This design comes from an exercise in tuning for small area, a short achievable clock period and few clock cycles per item on the open sky130 flow, not from production work. RTL that was checked went through simulation tests only; none was proved equivalent to the original. Only the layout flow was run in runs 3 and 4; the RTL was not checked for function there. Power figures rest on the tool's default switching activity, not on a simulated workload.

==> flow/design.v, too long to show whole: its modules and the start of the top module <==
// module des_sbox1: 172 lines
// module des_sbox2: 160 lines
// module des_sbox3: 148 lines
// module des_sbox4: 168 lines
// module des_sbox5: 178 lines
// module des_sbox6: 176 lines
// module des_sbox7: 164 lines
// module des_sbox8: 158 lines
// module des_sbox: 19 lines
// module des_core: 448 lines
module des_core (
  input  wire        clk,
  input  wire        rst,
  input  wire        start,
  input  wire [1:0]  op,
  input  wire [63:0] key,
  input  wire [63:0] din,
  output reg         busy,
  output reg         done,
  output reg         err,
  output wire [63:0] dout
);
  // ...
==> flow/flow/run.sh <==
#!/bin/bash
# Own layout flow: the standard flow (standard.sh, run whole), with
#  - no half/full-adder extraction in synthesis (ADDER_MAP_FILE empty), so that ABC
#    maps all of the S-box logic,
#  - port buffers of one fixed type (buf_4) instead of the default,
set -euo pipefail
bash standard.sh ADDER_MAP_FILE= SETUP_SLACK_MARGIN=7 \
  "BUFFER_PORTS_ARGS=-buffer_cell sky130_fd_sc_hd__buf_4" finish > standard.log 2>&1
==> flow/standard.sh <==
#!/bin/bash
# synth_recipe.tcl (not shown) runs the flow's synth.tcl, then flattens the netlist and writes it again
# the make line also repeats each setting of config.mk as NAME=value (left out here)
make -C /OpenROAD-flow-scripts/flow DESIGN_CONFIG=/design/flow/config.mk WORK_HOME=/design/flow/orfs CLKGATE_MAP_FILE= SYNTH_SCRIPT=/design/flow/synth_recipe.tcl "${@:-finish}"
==> flow/config.mk <==
export PLATFORM = sky130hd
export DESIGN_NAME = des_core
export DESIGN_NICKNAME = des_core
export VERILOG_FILES = /design/flow/design.v
export SDC_FILE = /design/flow/constraint.sdc
export NUM_CORES = 4
export LEC_CHECK = 0
export ABC_CLOCK_PERIOD_IN_PS = 3000
export CAP_MARGIN = 20
export CORE_MARGIN = 2
export CORE_UTILIZATION = 40
export SLEW_MARGIN = 20
==> flow/constraint.sdc <==
create_clock -name core_clock -period 10.0 [get_ports {clk}]
set_input_delay 2.0000 -clock core_clock [delete_from_list [all_inputs] [get_ports {clk}]]
set_output_delay 2.0000 -clock core_clock [all_outputs]
set_load 0.01 [all_outputs]
==> qor.txt, run 1 <==
Outcome: finished clean
Worst Slack Setup Final: 7.02 ns
Nonclk inv count: 9
Clock Power: 0.640 mW
Post-Syn Nets: 1547
Clock-cell share of area: 3.87%
Sequential power share: 30.7%
Fraction of layout cells with a size suffix above 1: 33.0%
Crit path depth: 1
Largest regs: cd (56), l_half (32), r_half (32)
Clk sink count: 130
Main combinational cell family by area after synthesis: compound AO/OA/AOI/OAI gates
Row cnt: 62
Worst min path class: reg -> reg
Cell Area, Synth: 11800 µm²
Initial Utilization: 40.9%
Clock Latency Late Sink: 0.44 ns
CTS HTree Levels: 4
Post-synth EDFFs: 57
WL met3: 3180 µm
Comb. pwr: 0.825 mW
Largest power group: combinational logic
Area share of fa/ha/maj cells after synthesis: 0.509%
Least-Margin Pin Slew: 1.06 ns
Count of final setup violators: 0
Buf+Inv Stages, Crit Path: 1
Sw Ratio: 36.7%
Final cell count without fillers: 1951
Metal-1 WL: 17500 µm
Nonclk buf count: 266
Io pins: 200
WHS Path Cells: 2
Testbench counts, summed over its fixed seeds: cycles 8,736, blocks 512.
==> inputs of run 2 (changes only) <==
==> flow/flow/run.sh (replaced) <==
#!/bin/bash
# Own layout flow: the standard flow (standard.sh, run whole), with
#  - port buffers of one fixed type (buf_4) instead of the default,
set -euo pipefail
bash standard.sh SETUP_SLACK_MARGIN=7  \
  "BUFFER_PORTS_ARGS=-buffer_cell sky130_fd_sc_hd__buf_4" finish > standard.log 2>&1
==> qor.txt, run 2 <==
Outcome: finished clean
Fmax: 333 MHz
Initial Utilization: 40.9% (+0.072 points)
RSZ-0062 raised after global routing: yes
Worst Path Required: 8.00 ns
Final Hold Fails: 0
Clock root buffer: clkbuf_16
Io pins: 200 (unchanged)
Fraction of layout cells with a size suffix above 1: 30.2% (-2.8 points)
Initial antenna violation count: 0
DR iter-0 viols: 1938
Critical path's slowest cell: dfxtp_2
Cell Area, Synth: 11100 µm² (-5.9%)
RD Place Congestion: 0.933
Ranking of synthesized cells by area: edfxtp_1 15%, dfxtp_1 13%, ha_1 6.4%, o21ai_0 5.5%, a222oi_1 5.1%
Final Max Tran Viols: 0
Fin crit share: 30.1%
Routed WL per cell: 20.7 µm
Syn avg cell area: 8.68 µm²
Slew headroom: 27.3%
HPWL after DPL: 25600 µm
WHS Path Cells: 1 (-1)
Clock buffer count from CTS: 17
Power Total: 2.03 mW
Post-place setup slack: 6.28 ns
Vias per cell: 6.30
Vias: 11500
Clock Latency Late Sink: 0.43 ns (about the same)
CTS HTree Levels: 4 (unchanged)
Sequential fraction of the synthesis area: 28.6%
Placed Cells: 1747
Top reg by flops: cd
Total Neg Setup Slack: 0 ns
Largest net degree at the start of global routing: 58
Largest regs: cd (56), l_half (32), r_half (32)
Leading area contributor after synthesis: edfxtp_1
Number of remaining DRC errors: 0
Count of final setup violators: 0 (unchanged)
Total gr overflow: 0
Top cells by count, synth: 122 x o21ai_0, 87 x nor2_1, 73 x dfxtp_1
Height of the die: 171 µm
Fin crit period: 3.01 ns
Placed cell area: 12800 µm²
Layout Nets: 1622
TritonCTS clock tree: yes
Number of antenna-violating nets in the routed design: 0
#FFs+latches synth: 130
Leak pwr: 5.38 nW
Layout Area Growth over Synthesis: 27.4%
Core ar.: 27100 µm²
Kind of cell adding the most delay to the critical path: flip-flops
Post-layout instance area: 14100 µm²
Maximum VDD drop: 0.0701 mV
CP Max Fanout: 3
Die area: 29100 µm²
Least-Margin Pin Slew: 1.08 ns (+0.0190 ns)
CTS max path bufs: 2
Final cell count without fillers: 1817 (-6.9%)
Crit path from: r_half[9]
Fin Hold WS: 0.462 ns
Final wirelength: 37700 µm
Core Util, Final: 52.2%
Data arrival time of the worst path: 1.01 ns
Beginning of the worst hold path: cnt[0]
Yosys warns: 1
P per Cell Area: 144 nW/µm²
Max-cap violations: 0
Count leader, synth: o21ai_0
Clk slew on worst S/H paths: 0.06 ns
N_diodes: 0
Worst R2R Start: cd[0]
Synth Instances: 1278
Post-synth EDFFs: 57 (unchanged)
Buffers on Ports: 191
Row cnt: 60 (-3.2%)
DRT Pass-1 Iters: 11
Buf+Inv Stages, Crit Path: 1 (unchanged)
Register-to-Register Path Depth: 10
Worst setup EP type: primary output
Vias in the first global route: 10300
Netlist cell types: 84
Commonest cells after routing, fill and taps aside: 245 x buf_4, 86 x nor2_1, 69 x a21oi_1
Worst Slack Setup Final: 6.99 ns (-0.0247 ns)
Synth Flop Type: dfxtp_1
Worst min path class: reg -> reg
Setup CP Type: reg -> out
Commonest non-fill, non-tap cell in the layout: buf_4
Crit path depth: 1 (unchanged)
First-pass GRT wire length: 57000 µm
Critical Path Max Stage Delay: 0.43 ns
Ys async rst share: 0%
Setup slack, reg-to-reg: 7.12 ns
CP cell instances: buf_4
Clock skew: 0.0107 ns
Total track usage: 24.6%
Max reg flops: 56
Post-CTS Hold Buffers: 0
Clk sink count: 130 (unchanged)
Worst setup SP type: flip-flop
Post-Syn Nets: 1468 (-5.1%)
Top cell type's share of synthesized area: 15.4%
Die width: 171 µm
[run 2: changes by cell type after synthesis, sizes merged, moves of 33 or more]
cell	previous run	this run
a222oi	3	57
ha	0	57
inv	8	41
mux4	52	0
nand2	195	51
o21ai	87	125
[run 2: metal layers]
| layer | global-route usage [%] | share of wire, % | vias up |
|---|---|---|---|
| met3 | 4.02 | 8.8 | 68 |
| met1 | 33.8 | 42 | 5474 |
| li1 | - | - | 5284 |
| met5 | 0 | 0 | - |
| met4 | 8.58 | 2.9 | 0 |
| met2 | 39.1 | 47 | 628 |
[run 2: area by class of cell]
class | count | area, µm²
Fill cell | 2573 | 13000
Multi-Input combinational cell | 985 | 7660
Sequential cell | 130 | 3260
Timing Repair Buffer | 253 | 1990
Tap cell | 372 | 465
Clock buffer | 19 | 433
Inverter | 45 | 211
Clock inverter | 13 | 119
[run 2: cells by family after synthesis]
logic type / share of synthesized area, %
multiplexers: 5.47
buffers and inverters: 6.15
adder cells (fa/ha/maj): 6.61
XOR/XNOR: 10.5
AO/OA/AOI/OAI: 30.8
flip-flops: 28.6
AND/OR/NAND/NOR: 11.8
[run 2: repair_timing]
item / in CTS / in global routing
setup endpoints to repair: 158 / 134
cloned: 0 / 1
setup buffers: 6 / 31
pin swaps: 0 / 8
resized for setup: 70 / 32
[run 2: final timing paths]
check | endpoint
setup / recovery | dout[50]
setup reg to reg | r_half[0]
hold / removal | cnt[0]
hold reg to reg | cnt[0]
[run 2: report_power, final]
group	internal [mW]	switching [mW]	total, mW	leakage [nW]
Clock	0.362	0.259	0.621	0.266
Sequential	0.589	0.0507	0.640	1.15
Combinational	0.336	0.432	0.768	3.96
Total	1.29	0.742	2.03	5.38
==> module des_core, before the edit <==
module des_core (
  input  wire        clk,
  input  wire        rst,
  input  wire        start,
  input  wire [1:0]  op,
  input  wire [63:0] key,
  input  wire [63:0] din,
  output reg         busy,
  output reg         done,
  output reg         err,
  output wire [63:0] dout
);
  function [63:0] ip;
    input [63:0] x;
    begin
      ip[63] = x[6];
      ip[62] = x[14];
      ip[61] = x[22];
      ip[60] = x[30];
      ip[59] = x[38];
      ip[58] = x[46];
      ip[57] = x[54];
      ip[56] = x[62];
      ip[55] = x[4];
      ip[54] = x[12];
      ip[53] = x[20];
      ip[52] = x[28];
      ip[51] = x[36];
      ip[50] = x[44];
      ip[49] = x[52];
      ip[48] = x[60];
      ip[47] = x[2];
      ip[46] = x[10];
      ip[45] = x[18];
      ip[44] = x[26];
      ip[43] = x[34];
      ip[42] = x[42];
      ip[41] = x[50];
      ip[40] = x[58];
      ip[39] = x[0];
      ip[38] = x[8];
      ip[37] = x[16];
      ip[36] = x[24];
      ip[35] = x[32];
      ip[34] = x[40];
      ip[33] = x[48];
      ip[32] = x[56];
      ip[31] = x[7];
      ip[30] = x[15];
      ip[29] = x[23];
      ip[28] = x[31];
      ip[27] = x[39];
      ip[26] = x[47];
      ip[25] = x[55];
      ip[24] = x[63];
      ip[23] = x[5];
      ip[22] = x[13];
      ip[21] = x[21];
      ip[20] = x[29];
      ip[19] = x[37];
      ip[18] = x[45];
      ip[17] = x[53];
      ip[16] = x[61];
      ip[15] = x[3];
      ip[14] = x[11];
      ip[13] = x[19];
      ip[12] = x[27];
      ip[11] = x[35];
      ip[10] = x[43];
      ip[9] = x[51];
      ip[8] = x[59];
      ip[7] = x[1];
      ip[6] = x[9];
      ip[5] = x[17];
      ip[4] = x[25];
      ip[3] = x[33];
      ip[2] = x[41];
      ip[1] = x[49];
      ip[0] = x[57];
    end
  endfunction
  function [63:0] fp;
    input [63:0] x;
    begin
      fp[63] = x[24];
      fp[62] = x[56];
      fp[61] = x[16];
      fp[60] = x[48];
      fp[59] = x[8];
      fp[58] = x[40];
      fp[57] = x[0];
      fp[56] = x[32];
      fp[55] = x[25];
      fp[54] = x[57];
      fp[53] = x[17];
      fp[52] = x[49];
      fp[51] = x[9];
      fp[50] = x[41];
      fp[49] = x[1];
      fp[48] = x[33];
      fp[47] = x[26];
      fp[46] = x[58];
      fp[45] = x[18];
      fp[44] = x[50];
      fp[43] = x[10];
      fp[42] = x[42];
      fp[41] = x[2];
      fp[40] = x[34];
      fp[39] = x[27];
      fp[38] = x[59];
      fp[37] = x[19];
      fp[36] = x[51];
      fp[35] = x[11];
      fp[34] = x[43];
      fp[33] = x[3];
      fp[32] = x[35];
      fp[31] = x[28];
      fp[30] = x[60];
      fp[29] = x[20];
      fp[28] = x[52];
      fp[27] = x[12];
      fp[26] = x[44];
      fp[25] = x[4];
      fp[24] = x[36];
      fp[23] = x[29];
      fp[22] = x[61];
      fp[21] = x[21];
      fp[20] = x[53];
      fp[19] = x[13];
      fp[18] = x[45];
      fp[17] = x[5];
      fp[16] = x[37];
      fp[15] = x[30];
      fp[14] = x[62];
      fp[13] = x[22];
      fp[12] = x[54];
      fp[11] = x[14];
      fp[10] = x[46];
      fp[9] = x[6];
      fp[8] = x[38];
      fp[7] = x[31];
      fp[6] = x[63];
      fp[5] = x[23];
      fp[4] = x[55];
      fp[3] = x[15];
      fp[2] = x[47];
      fp[1] = x[7];
      fp[0] = x[39];
    end
  endfunction
  function [47:0] expand;
    input [31:0] x;
    begin
      expand[47] = x[0];
      expand[46] = x[31];
      expand[45] = x[30];
      expand[44] = x[29];
      expand[43] = x[28];
      expand[42] = x[27];
      expand[41] = x[28];
      expand[40] = x[27];
      expand[39] = x[26];
      expand[38] = x[25];
      expand[37] = x[24];
      expand[36] = x[23];
      expand[35] = x[24];
      expand[34] = x[23];
      expand[33] = x[22];
      expand[32] = x[21];
      expand[31] = x[20];
      expand[30] = x[19];
      expand[29] = x[20];
      expand[28] = x[19];
      expand[27] = x[18];
      expand[26] = x[17];
      expand[25] = x[16];
      expand[24] = x[15];
      expand[23] = x[16];
      expand[22] = x[15];
      expand[21] = x[14];
      expand[20] = x[13];
      expand[19] = x[12];
      expand[18] = x[11];
      expand[17] = x[12];
      expand[16] = x[11];
      expand[15] = x[10];
      expand[14] = x[9];
      expand[13] = x[8];
      expand[12] = x[7];
      expand[11] = x[8];
      expand[10] = x[7];
      expand[9] = x[6];
      expand[8] = x[5];
      expand[7] = x[4];
      expand[6] = x[3];
      expand[5] = x[4];
      expand[4] = x[3];
      expand[3] = x[2];
      expand[2] = x[1];
      expand[1] = x[0];
      expand[0] = x[31];
    end
  endfunction
  function [31:0] pperm;
    input [31:0] x;
    begin
      pperm[31] = x[16];
      pperm[30] = x[25];
      pperm[29] = x[12];
      pperm[28] = x[11];
      pperm[27] = x[3];
      pperm[26] = x[20];
      pperm[25] = x[4];
      pperm[24] = x[15];
      pperm[23] = x[31];
      pperm[22] = x[17];
      pperm[21] = x[9];
      pperm[20] = x[6];
      pperm[19] = x[27];
      pperm[18] = x[14];
      pperm[17] = x[1];
      pperm[16] = x[22];
      pperm[15] = x[30];
      pperm[14] = x[24];
      pperm[13] = x[8];
      pperm[12] = x[18];
      pperm[11] = x[0];
      pperm[10] = x[5];
      pperm[9] = x[29];
      pperm[8] = x[23];
      pperm[7] = x[13];
      pperm[6] = x[19];
      pperm[5] = x[2];
      pperm[4] = x[26];
      pperm[3] = x[10];
      pperm[2] = x[21];
      pperm[1] = x[28];
      pperm[0] = x[7];
    end
  endfunction
  function [55:0] pc1;
    input [63:0] x;
    begin
      pc1[55] = x[7];
      pc1[54] = x[15];
      pc1[53] = x[23];
      pc1[52] = x[31];
      pc1[51] = x[39];
      pc1[50] = x[47];
      pc1[49] = x[55];
      pc1[48] = x[63];
      pc1[47] = x[6];
      pc1[46] = x[14];
      pc1[45] = x[22];
      pc1[44] = x[30];
      pc1[43] = x[38];
      pc1[42] = x[46];
      pc1[41] = x[54];
      pc1[40] = x[62];
      pc1[39] = x[5];
      pc1[38] = x[13];
      pc1[37] = x[21];
      pc1[36] = x[29];
      pc1[35] = x[37];
      pc1[34] = x[45];
      pc1[33] = x[53];
      pc1[32] = x[61];
      pc1[31] = x[4];
      pc1[30] = x[12];
      pc1[29] = x[20];
      pc1[28] = x[28];
      pc1[27] = x[1];
      pc1[26] = x[9];
      pc1[25] = x[17];
      pc1[24] = x[25];
      pc1[23] = x[33];
      pc1[22] = x[41];
      pc1[21] = x[49];
      pc1[20] = x[57];
      pc1[19] = x[2];
      pc1[18] = x[10];
      pc1[17] = x[18];
      pc1[16] = x[26];
      pc1[15] = x[34];
      pc1[14] = x[42];
      pc1[13] = x[50];
      pc1[12] = x[58];
      pc1[11] = x[3];
      pc1[10] = x[11];
      pc1[9] = x[19];
      pc1[8] = x[27];
      pc1[7] = x[35];
      pc1[6] = x[43];
      pc1[5] = x[51];
      pc1[4] = x[59];
      pc1[3] = x[36];
      pc1[2] = x[44];
      pc1[1] = x[52];
      pc1[0] = x[60];
    end
  endfunction
  function [47:0] pc2;
    input [55:0] x;
    begin
      pc2[47] = x[42];
      pc2[46] = x[39];
      pc2[45] = x[45];
      pc2[44] = x[32];
      pc2[43] = x[55];
      pc2[42] = x[51];
      pc2[41] = x[53];
      pc2[40] = x[28];
      pc2[39] = x[41];
      pc2[38] = x[50];
      pc2[37] = x[35];
      pc2[36] = x[46];
      pc2[35] = x[33];
      pc2[34] = x[37];
      pc2[33] = x[44];
      pc2[32] = x[52];
      pc2[31] = x[30];
      pc2[30] = x[48];
      pc2[29] = x[40];
      pc2[28] = x[49];
      pc2[27] = x[29];
      pc2[26] = x[36];
      pc2[25] = x[43];
      pc2[24] = x[54];
      pc2[23] = x[15];
      pc2[22] = x[4];
      pc2[21] = x[25];
      pc2[20] = x[19];
      pc2[19] = x[9];
      pc2[18] = x[1];
      pc2[17] = x[26];
      pc2[16] = x[16];
      pc2[15] = x[5];
      pc2[14] = x[11];
      pc2[13] = x[23];
      pc2[12] = x[8];
      pc2[11] = x[12];
      pc2[10] = x[7];
      pc2[9] = x[17];
      pc2[8] = x[0];
      pc2[7] = x[22];
      pc2[6] = x[3];
      pc2[5] = x[10];
      pc2[4] = x[14];
      pc2[3] = x[6];
      pc2[2] = x[20];
      pc2[1] = x[27];
      pc2[0] = x[24];
    end
  endfunction
  function [55:0] rotl1;
    input [55:0] v;
    rotl1 = {v[54:28], v[55], v[26:0], v[27]};
  endfunction
  function [55:0] rotl2;
    input [55:0] v;
    rotl2 = {v[53:28], v[55:54], v[25:0], v[27:26]};
  endfunction
  function [55:0] rotr1;
    input [55:0] v;
    rotr1 = {v[28], v[55:29], v[0], v[27:1]};
  endfunction
  function [55:0] rotr2;
    input [55:0] v;
    rotr2 = {v[29:28], v[55:30], v[1:0], v[27:2]};
  endfunction
  reg  [31:0] l_half, r_half;
  reg  [55:0] cd;
  reg  [3:0]  cnt;
  reg         dec;
  reg         key_valid;
  reg         run;           
  wire accept = start && !run;
  wire acc_ks  = accept && (op == 2'd0);
  wire acc_blk = accept && (op == 2'd1 || op == 2'd2) && key_valid;
  wire acc_dec = accept && (op == 2'd2) && key_valid;
  wire [47:0] s_in = expand(r_half) ^ pc2(cd);
  wire [31:0] s_out;
  genvar g;
  generate
    for (g = 0; g < 8; g = g + 1) begin : g_sbox
      des_sbox #(.BOX(g + 1)) u_sbox (.x(s_in[47 - 6*g -: 6]), .y(s_out[31 - 4*g -: 4]));
    end
  endgenerate
  wire [31:0] r_next = l_half ^ pperm(s_out);
  wire [63:0] ip_din = ip(din);
  wire one = (cnt == 4'd0) || (cnt == 4'd7) || (cnt == 4'd14) || (cnt == 4'd15);
  reg  [55:0] cd_step;
  always @(*) begin
    case ({dec, one})
      2'b00:   cd_step = rotl2(cd);
      2'b01:   cd_step = rotl1(cd);
      2'b10:   cd_step = rotr2(cd);
      default: cd_step = (cnt == 4'd15) ? cd : rotr1(cd);
    endcase
  end
  assign dout = fp({r_half, l_half});
  always @(posedge clk) begin
    if (run) begin
      l_half <= r_half;
      r_half <= r_next;
    end else begin
      l_half <= ip_din[63:32];
      r_half <= ip_din[31:0];
    end
    cnt <= run ? cnt + 4'd1 : 4'd0;
    if (run)
      cd <= cd_step;
    else if (acc_ks)
      cd <= rotl1(pc1(key));
    else if (acc_dec)
      cd <= rotr1(cd);
    if (acc_blk)
      dec <= op[1];
    if (rst) begin
      busy      <= 1'b0;
      run       <= 1'b0;
      done      <= 1'b0;
      err       <= 1'b0;
      key_valid <= 1'b0;
    end else begin
      done <= 1'b0;
      err  <= 1'b0;
      if (run) begin
        if (cnt == 4'd15) begin
          busy <= 1'b0;
          run  <= 1'b0;
          done <= 1'b1;
        end
      end else if (accept) begin
        if (op == 2'd0) begin
          key_valid <= 1'b1;
          done      <= 1'b1;
        end else if (acc_blk) begin
          busy <= 1'b1;
          run  <= 1'b1;
        end else begin
          done <= 1'b1;
          err  <= 1'b1;
        end
      end
    end
  end
endmodule
==> inputs of run 3 (changes only) <==
--- a/flow/design.v
+++ b/flow/design.v
@@ -1716,8 +1716,7 @@
   reg  [3:0]  cnt;
   reg         dec;
   reg         key_valid;
-  reg         run;           
-  wire accept = start && !run;
+  wire accept = start && !busy;
   wire acc_ks  = accept && (op == 2'd0);
   wire acc_blk = accept && (op == 2'd1 || op == 2'd2) && key_valid;
   wire acc_dec = accept && (op == 2'd2) && key_valid;
@@ -1743,15 +1742,15 @@
   end
   assign dout = fp({r_half, l_half});
   always @(posedge clk) begin
-    if (run) begin
+    if (busy) begin
       l_half <= r_half;
       r_half <= r_next;
     end else begin
       l_half <= ip_din[63:32];
       r_half <= ip_din[31:0];
     end
-    cnt <= run ? cnt + 4'd1 : 4'd0;
-    if (run)
+    cnt <= busy ? cnt + 4'd1 : 4'd0;
+    if (busy)
       cd <= cd_step;
     else if (acc_ks)
       cd <= rotl1(pc1(key));
@@ -1761,17 +1760,15 @@
       dec <= op[1];
     if (rst) begin
       busy      <= 1'b0;
-      run       <= 1'b0;
       done      <= 1'b0;
       err       <= 1'b0;
       key_valid <= 1'b0;
     end else begin
       done <= 1'b0;
       err  <= 1'b0;
-      if (run) begin
+      if (busy) begin
         if (cnt == 4'd15) begin
           busy <= 1'b0;
-          run  <= 1'b0;
           done <= 1'b1;
         end
       end else if (accept) begin
@@ -1780,7 +1777,6 @@
           done      <= 1'b1;
         end else if (acc_blk) begin
           busy <= 1'b1;
-          run  <= 1'b1;
         end else begin
           done <= 1'b1;
           err  <= 1'b1;
==> flow/run.sh (new file) <==
#!/bin/bash
# synth_recipe.tcl (not shown) runs the flow's synth.tcl, then flattens the netlist and writes it again
# the make line also repeats each setting of config.mk as NAME=value (left out here)
make -C /OpenROAD-flow-scripts/flow DESIGN_CONFIG=/design/flow/config.mk WORK_HOME=/design/flow/orfs CLKGATE_MAP_FILE= SYNTH_SCRIPT=/design/flow/synth_recipe.tcl finish
--- a/flow/config.mk
+++ b/flow/config.mk
@@ -9,4 +9,5 @@
 export CAP_MARGIN = 20
 export CORE_MARGIN = 2
 export CORE_UTILIZATION = 40
+export SETUP_SLACK_MARGIN = 5
 export SLEW_MARGIN = 20
removed: flow/flow/run.sh
removed: flow/standard.sh
==> qor.txt, run 3 <==
Outcome: finished clean
CP cell instances: clkdlybuf4s50_1
Top cells by count, synth: 107 x o21ai_0, 81 x a21oi_1, 81 x nor2_1
Post-Syn Nets: 1448 (-1.4%)
Largest regs: cd (56), l_half (32), r_half (32)
Maximum VDD drop: 0.0898 mV (+28%)
Post-layout instance area: 13600 µm² (-3.7%)
Initial Utilization: 40.7% (-0.26 points)
CTS HTree Levels: 4 (unchanged)
Layout Area Growth over Synthesis: 24.5%
Io pins: 200 (unchanged)
Syn avg cell area: 8.69 µm² (+0.10%)
Clk sink count: 129 (-0.77%)
Clock buffer count from CTS: 17 (unchanged)
HPWL after DPL: 25700 µm (+0.35%)
Final Hold Fails: 0 (unchanged)
Slew headroom: 23.7% (-3.6 points)
Placed cell area: 12900 µm² (+1.4%)
Max-cap violations: 0 (unchanged)
First-pass GRT wire length: 57400 µm (+0.74%)
Number of remaining DRC errors: 0 (unchanged)
Buffers on Ports: 191 (unchanged)
Total gr overflow: 0 (unchanged)
Sequential fraction of the synthesis area: 28.8% (+0.24 points)
Netlist cell types: 84 (unchanged)
RD Place Congestion: 0.927 (-0.74%)
Core Util, Final: 50.6% (-1.5 points)
Least-Margin Pin Slew: 1.14 ns (+0.0542 ns)
Fraction of layout cells with a size suffix above 1: 10.5% (-20 points)
Final wirelength: 36800 µm (-2.1%)
Worst Slack Setup Final: 6.20 ns (-0.791 ns)
#FFs+latches synth: 129 (-0.77%)
Worst setup EP type: primary output
Post-CTS Setup Bufs: 0 (-6)
Die width: 169 µm (-0.72%)
Vias in the first global route: 10100 (-2.2%)
Final Max Tran Viols: 0 (unchanged)
Ranking of synthesized cells by area: edfxtp_1 16%, dfxtp_1 13%, ha_1 6.5%, a222oi_1 5.4%, o21ai_0 4.9%
CTS max path bufs: 2 (unchanged)
P per Cell Area: 145 nW/µm² (+0.71%)
Die area: 28700 µm² (-1.4%)
Post-place setup slack: 5.25 ns (-1.03 ns)
Worst setup SP type: flip-flop
Count of final setup violators: 0 (unchanged)
Fin crit share: 38.0% (+7.9 points)
Top reg by flops: cd
Row cnt: 60 (unchanged)
Core ar.: 26900 µm² (-0.83%)
Data arrival time of the worst path: 1.80 ns (+0.79 ns)
Synth Instances: 1258 (-1.6%)
Count leader, synth: o21ai_0
Fin Hold WS: 0.471 ns (+0.00843 ns)
Layout filler cell count: 2557 (-0.62%)
Clock root buffer: clkbuf_16
Vias per cell: 6.41 (+1.6%)
Top cell type's share of synthesized area: 15.7% (+0.23 points)
DR iter-0 viols: 1666 (-14%)
Cell Area, Synth: 10900 µm² (-1.5%)
Total track usage: 25.1% (+0.52 points)
Commonest cells after routing, fill and taps aside: 191 x clkdlybuf4s50_1, 107 x o21ai_0, 81 x a21oi_1
Critical Path Max Stage Delay: 0.71 ns (+0.28 ns)
Total Neg Setup Slack: 0 ns (unchanged)
RSZ-0062 raised after global routing: no
Kind of cell adding the most delay to the critical path: flip-flops
Leading area contributor after synthesis: edfxtp_1
Buf+Inv Stages, Crit Path: 1 (unchanged)
Initial antenna violation count: 0 (unchanged)
Clk slew on worst S/H paths: 0.06 ns (about the same)
Leak pwr: 4.95 nW (-8.0%)
Post-synth EDFFs: 57 (unchanged)
Commonest non-fill, non-tap cell in the layout: clkdlybuf4s50_1
CP Max Fanout: 48 (+45)
Setup CP Type: reg -> out
Post-cts sizing count: 0 (-100%)
Clock Latency Late Sink: 0.43 ns (about the same)
Largest net degree at the start of global routing: 58 (unchanged)
Yosys warns: 1 (unchanged)
Vias: 11100 (-3.5%)
Routed WL per cell: 21.4 µm (+3.1%)
Worst min path class: reg -> reg
Layout Nets: 1561 (-3.8%)
Worst Path Required: 8.00 ns (about the same)
Number of antenna-violating nets in the routed design: 0 (unchanged)
N_diodes: 0 (unchanged)
Synth Flop Type: dfxtp_1
DRT Pass-1 Iters: 12 (+1)
Clock skew: 0.00711 ns (-0.00359 ns)
Fin crit period: 3.80 ns (+0.791 ns)
Critical path's slowest cell: dfxtp_4
Max reg flops: 56 (unchanged)
Ys async rst share: 0% (unchanged)
Fmax: 263 MHz (-21%)
Height of the die: 169 µm (-0.72%)
TritonCTS clock tree: yes
Post-CTS Hold Buffers: 0 (unchanged)
-- run 3: cell types whose count changed after synthesis, moves of 5 or more --
cell and delta:
xor2_1 +8, inv_2 +10, xnor2_1 -13, o21ai_1 +5
o21ai_0 -15, nor3_1 -9, buf_2 +5, a21oi_1 +10
a221oi_1 -5, nor2_1 -6, o32ai_1 +5
-- run 3: routing by layer --
layer / GRT usage, % / vias to the layer above / wire [µm]
met5: 0 / - / 0
met4: 7.80 / 0 / 1010
met3: 4.43 / 55 / 2920
met2: 37.7 / 565 / 16400
met1: 36.5 / 5303 / 16500
li1: - / 5129 / -
-- run 3: cell type report --
type / count / area, µm² / area share (%)
repair buffers: 205 / 2040 / 15.0
inverters: 51 / 196 / 1.44
multi-input cells: 967 / 7190 / 52.9
clock buffers: 23 / 533 / 3.92
flip-flops and latches: 129 / 3160 / 23.2
well taps: 341 / 427 / 3.14
clock inverters: 9 / 66.3 / 0.487
-- run 3: metrics by stage --
step | power (mW) | cells
2_1_floorplan | 1.10 | 1258
3_3_place_gp | 1.32 | 1692
3_5_place_dp | 1.32 | 1692
4_1_cts | 1.96 | 1724
5_1_grt | 2.07 | 1725
6_report | 1.97 | 1725
-- run 3: cell families (layout without fill, tap and decap cells) --
family | after synthesis | in the layout | synth area share, %
compound gates | 490 | 490 | 31.5
xor+xnor | 113 | 113 | 10.7
fa+ha+maj | 58 | 58 | 6.62
buf+inv | 162 | 288 | 6.07
flops | 129 | 129 | 28.8
mux | 55 | 55 | 5.57
simple gates | 251 | 251 | 10.7
-- run 3: path summary, 6_finish.rpt --
path / from / endpoint / slack [ns] / depth (start not counted)
worst max-delay path: busy / busy / 6.20 / 1
worst min-delay path: cnt[0] / cnt[0] / 0.47 / 1
worst max register to register: cd[4] / r_half[29] / 6.60 / 8
worst min register to register: cnt[0] / cnt[0] / 0.47 / 1
-- run 3: where the power goes --
part           switching [mW]  leakage [nW]  internal [mW]
Combinational           0.387          3.52          0.301
Clock                   0.266         0.291          0.378
Sequential             0.0513          1.13          0.584
Total                   0.704          4.95           1.26
==> inputs of run 4 (changes only) <==
--- a/flow/config.mk
+++ b/flow/config.mk
@@ -8,6 +8,6 @@
 export ABC_CLOCK_PERIOD_IN_PS = 3000
 export CAP_MARGIN = 20
 export CORE_MARGIN = 2
-export CORE_UTILIZATION = 40
+export CORE_UTILIZATION = 60
 export SETUP_SLACK_MARGIN = 5
 export SLEW_MARGIN = 20
==> qor.txt, run 4 <==
Commonest cells after routing, fill and taps aside: 191 x clkdlybuf4s50_1, 107 x o21ai_0, 81 x a21oi_1
Post-Syn Nets: 1448 (unchanged)
Slew headroom: 23.7% (+0.066 points)
Synth Flop Type: dfxtp_1
CP cell instances: clkdlybuf4s50_1 > inv_1 > ha_1 > and2_2 > buf_4 > nor2_4 > buf_4 > a22oi_1 > o21ai_0
Outcome: finished clean
Initial Utilization: 61.1% (+20 points)
Beginning of the worst hold path: cnt[0]
CP Max Fanout: 58 (+21%)
Vias in the first global route: 10200 (+0.75%)
Initial antenna violation count: 3 (+3)
Critical Path Max Stage Delay: 0.65 ns (-0.06 ns)
Largest regs: cd (56), l_half (32), r_half (32)
Post-Synth Simple-Gate Area: 10.7% (unchanged)
Register-to-Register Path Depth: 8 (unchanged)
Main combinational cell family by area after synthesis: compound AO/OA/AOI/OAI gates
Top cells by count, synth: 107 x o21ai_0, 81 x a21oi_1, 81 x nor2_1
Leading area contributor after synthesis: edfxtp_1
Die area: 19300 µm² (-33%)
CTS HTree Levels: 4 (unchanged)
Cell Area, Synth: 10900 µm² (unchanged)
Clock skew: 0.0124 ns (+0.00526 ns)
TritonCTS clock tree: yes
Max-cap violations: 0 (unchanged)
Worst min path class: reg -> reg
Count of final setup violators: 0 (unchanged)
Worst Path Required: 10.26 ns (+2.26 ns)
Maximum VDD drop: 0.134 mV (+49%)
Final Max Tran Viols: 0 (unchanged)
Multiplexer share of the synthesized area: 5.57% (unchanged)
HPWL after DPL: 23500 µm (-8.4%)
WHS Path Cells: 1 (unchanged)
Number of remaining DRC errors: 0 (unchanged)
Most common cell on crit path: buf_4
Core Util, Final: 75.1% (+24 points)
Fraction of layout cells with a size suffix above 1: 10.7% (+0.22 points)
Post-CTS Setup Bufs: 0 (unchanged)
Total Neg Setup Slack: 0 ns (unchanged)
Post-layout instance area: 13400 µm² (-1.2%)
Post-place setup slack: 5.23 ns (-0.0194 ns)
Post-synthesis compound-gate area fraction: 31.5% (unchanged)
Fin crit period: 4.42 ns (+0.622 ns)
DR iter-0 viols: 1708 (+2.5%)
Post-cts sizing count: 0 (unchanged)
Fin crit share: 44.2% (+6.2 points)
Placed Cells: 1580 (-6.6%)
Top cell type's share of synthesized area: 15.7% (unchanged)
Buffers on Ports: 191 (unchanged)
Fmax: 226 MHz (-14%)
Area share of fa/ha/maj cells after synthesis: 6.62% (unchanged)
Worst setup EP type: flip-flop
Count leader, synth: o21ai_0
Fin Hold WS: 0.447 ns (-0.0231 ns)
Layout Area Growth over Synthesis: 23.0%
Post-CTS Hold Buffers: 0 (unchanged)
Power Total: 1.94 mW (-1.4%)
P per Cell Area: 144 nW/µm² (-0.16%)
Final wirelength: 34300 µm (-7.0%)
Worst Slack Setup Final: 5.58 ns (-0.622 ns)
Syn avg cell area: 8.69 µm² (unchanged)
Io pins: 200 (unchanged)
Layout Nets: 1560 (-0.064%)
Final Hold Fails: 0 (unchanged)
RSZ-0062 raised after global routing: no
Routed WL per cell: 21.2 µm (-0.63%)
DRT Pass-1 Iters: 12 (unchanged)
Worst hold endpoint: cnt[0]
Worst R2R Start: cd[25]
Post-synth EDFFs: 57 (unchanged)
Placed cell area: 12800 µm² (-1.1%)
Clock buffer count from CTS: 17 (unchanged)
Row cnt: 49 (-18%)
Data arrival time of the worst path: 4.68 ns (+2.88 ns)
Sequential fraction of the synthesis area: 28.8% (unchanged)
Total gr overflow: 0 (unchanged)
FF-to-FF End: r_half[29]
RD Place Congestion: 0.989 (+6.7%)
Total track usage: 34.3% (+9.2 points)
Worst setup SP type: input pin
#FFs+latches synth: 129 (unchanged)
Die width: 139 µm (-18%)
Leak pwr: 4.94 nW (-0.11%)
Vias per cell: 6.94 (+8.4%)
Least-Margin Pin Slew: 1.14 ns (+0.00718 ns)
Critical path's slowest cell: nor2_4
Commonest non-fill, non-tap cell in the layout: clkdlybuf4s50_1
Synth Instances: 1258 (unchanged)
Ranking of synthesized cells by area: edfxtp_1 16%, dfxtp_1 13%, ha_1 6.5%, a222oi_1 5.4%, o21ai_0 4.9%
Setup slack, reg-to-reg: 6.67 ns (+0.07 ns)
Clock root buffer: clkbuf_16
Ys async rst share: 0% (unchanged)
Max reg flops: 56 (unchanged)
Setup CP Type: in -> reg
Clk sink count: 129 (unchanged)
Clk slew on worst S/H paths: 0.06 ns (about the same)
Yosys warns: 1 (unchanged)
Clock Latency Late Sink: 0.43 ns (about the same)
Height of the die: 139 µm (-18%)
Vias: 11200 (+1.4%)
Final cell count without fillers: 1614 (-6.4%)
Number of antenna-violating nets in the routed design: 0 (unchanged)
Core ar.: 17900 µm² (-33%)
CTS max path bufs: 2 (unchanged)
Largest net degree at the start of global routing: 59 (+1.7%)
First-pass GRT wire length: 54400 µm (-5.3%)
Netlist cell types: 84 (unchanged)
Synth Area in XOR/XNOR: 10.7% (unchanged)
Top reg by flops: cd
run 4: cell counts after synthesis:
No cell type changed its count.
run 4: kinds of logic after synthesis:
family,Yosys count
AOI/OAI and AO/OA,490
xor gates and xnor gates,113
adders and majority gates,58
buffers and inverters,162
DFF,129
muxes,55
and+or+nand+nor,251
run 4: per-layer routing:
metal | share of wire (%) | routed length [µm] | GRT usage, %
met5 | 0 | 0 | 0
met4 | 1.6 | 541 | 8.45
met3 | 11 | 3630 | 7.39
met2 | 47 | 16000 | 54.6
met1 | 41 | 14100 | 47.9
run 4: worst max-delay path, delay by kind of cell:
| kind | cells | cell delay [ns] |
|---|---|---|
| fa+ha+maj | 1 | 0.23 |
| buf+inv | 4 | 1.34 |
| simple gates | 2 | 0.84 |
| compound gates | 2 | 0.24 |
run 4: how the worst max path moves through the flow:
stage,from,endpoint,slack [ns]
floorplan,op[0],cd[0],5.41
global placement,op[1],cd[43],5.30
detailed placement,op[1],cd[46],5.23
CTS,op[1],cd[41],5.66
global route,op[1],cd[41],5.43
finish,op[1],cd[41],5.58
run 4: final cells by class:
type                    instances  area, µm²
flip-flops and latches        129       3160
well taps                     229        287
inverters                      51        196
fillers                      1364       4460
diodes                          2       5.00
clock inverters                11       90.1
clock buffers                  21        503
multi-input cells             967       7200
repair buffers                204       2010
run 4: where the power goes:
group          internal [mW]  switching (mW)
combinational          0.300           0.382
clock                  0.365           0.259
sequential             0.584          0.0505

what the ideal ports hide:
Ports are ideal in the flow. The routed layouts listed here were re-timed in OpenROAD.
Step 1, drivers: a clkbuf_16 drives clk and a buf_2 each remaining input, both assumed.
Step 2 moves the port delays by t, midway between the first and last clock arrival at a register: inputs arrive t later, outputs are due t later. That takes back most of the time a late clock gives input paths.
Slacks: ideal ports / drivers / drivers and shift; pairs: ideal ports / drivers.
| run | t, ns | setup slack, ns | slew at the worst register clock pin (ns) | worst slew at a driven data input, ns | cell pins on the clock port's net |
|---|---|---|---|---|---|
| run 1 | 0.482 | 7.019 / 6.966 / 6.580 | 0.06 / 0.06 | 0.06 | 1 |
| run 2 | 0.474 | 6.994 / 6.946 / 6.585 | 0.06 / 0.06 | 0.07 | 1 |
| run 3 | 0.475 | 6.203 / 6.155 / 5.774 | 0.07 / 0.07 | 0.06 | 1 |
| run 4 | 0.475 | 5.581 / 5.608 / 5.133 | 0.06 / 0.06 | 0.08 | 1 |
After both steps setup and hold are still met in every run listed. For run 4, which loses most, drivers alone change the setup slack by +0.027 ns; drivers and shift together by -0.448 ns.
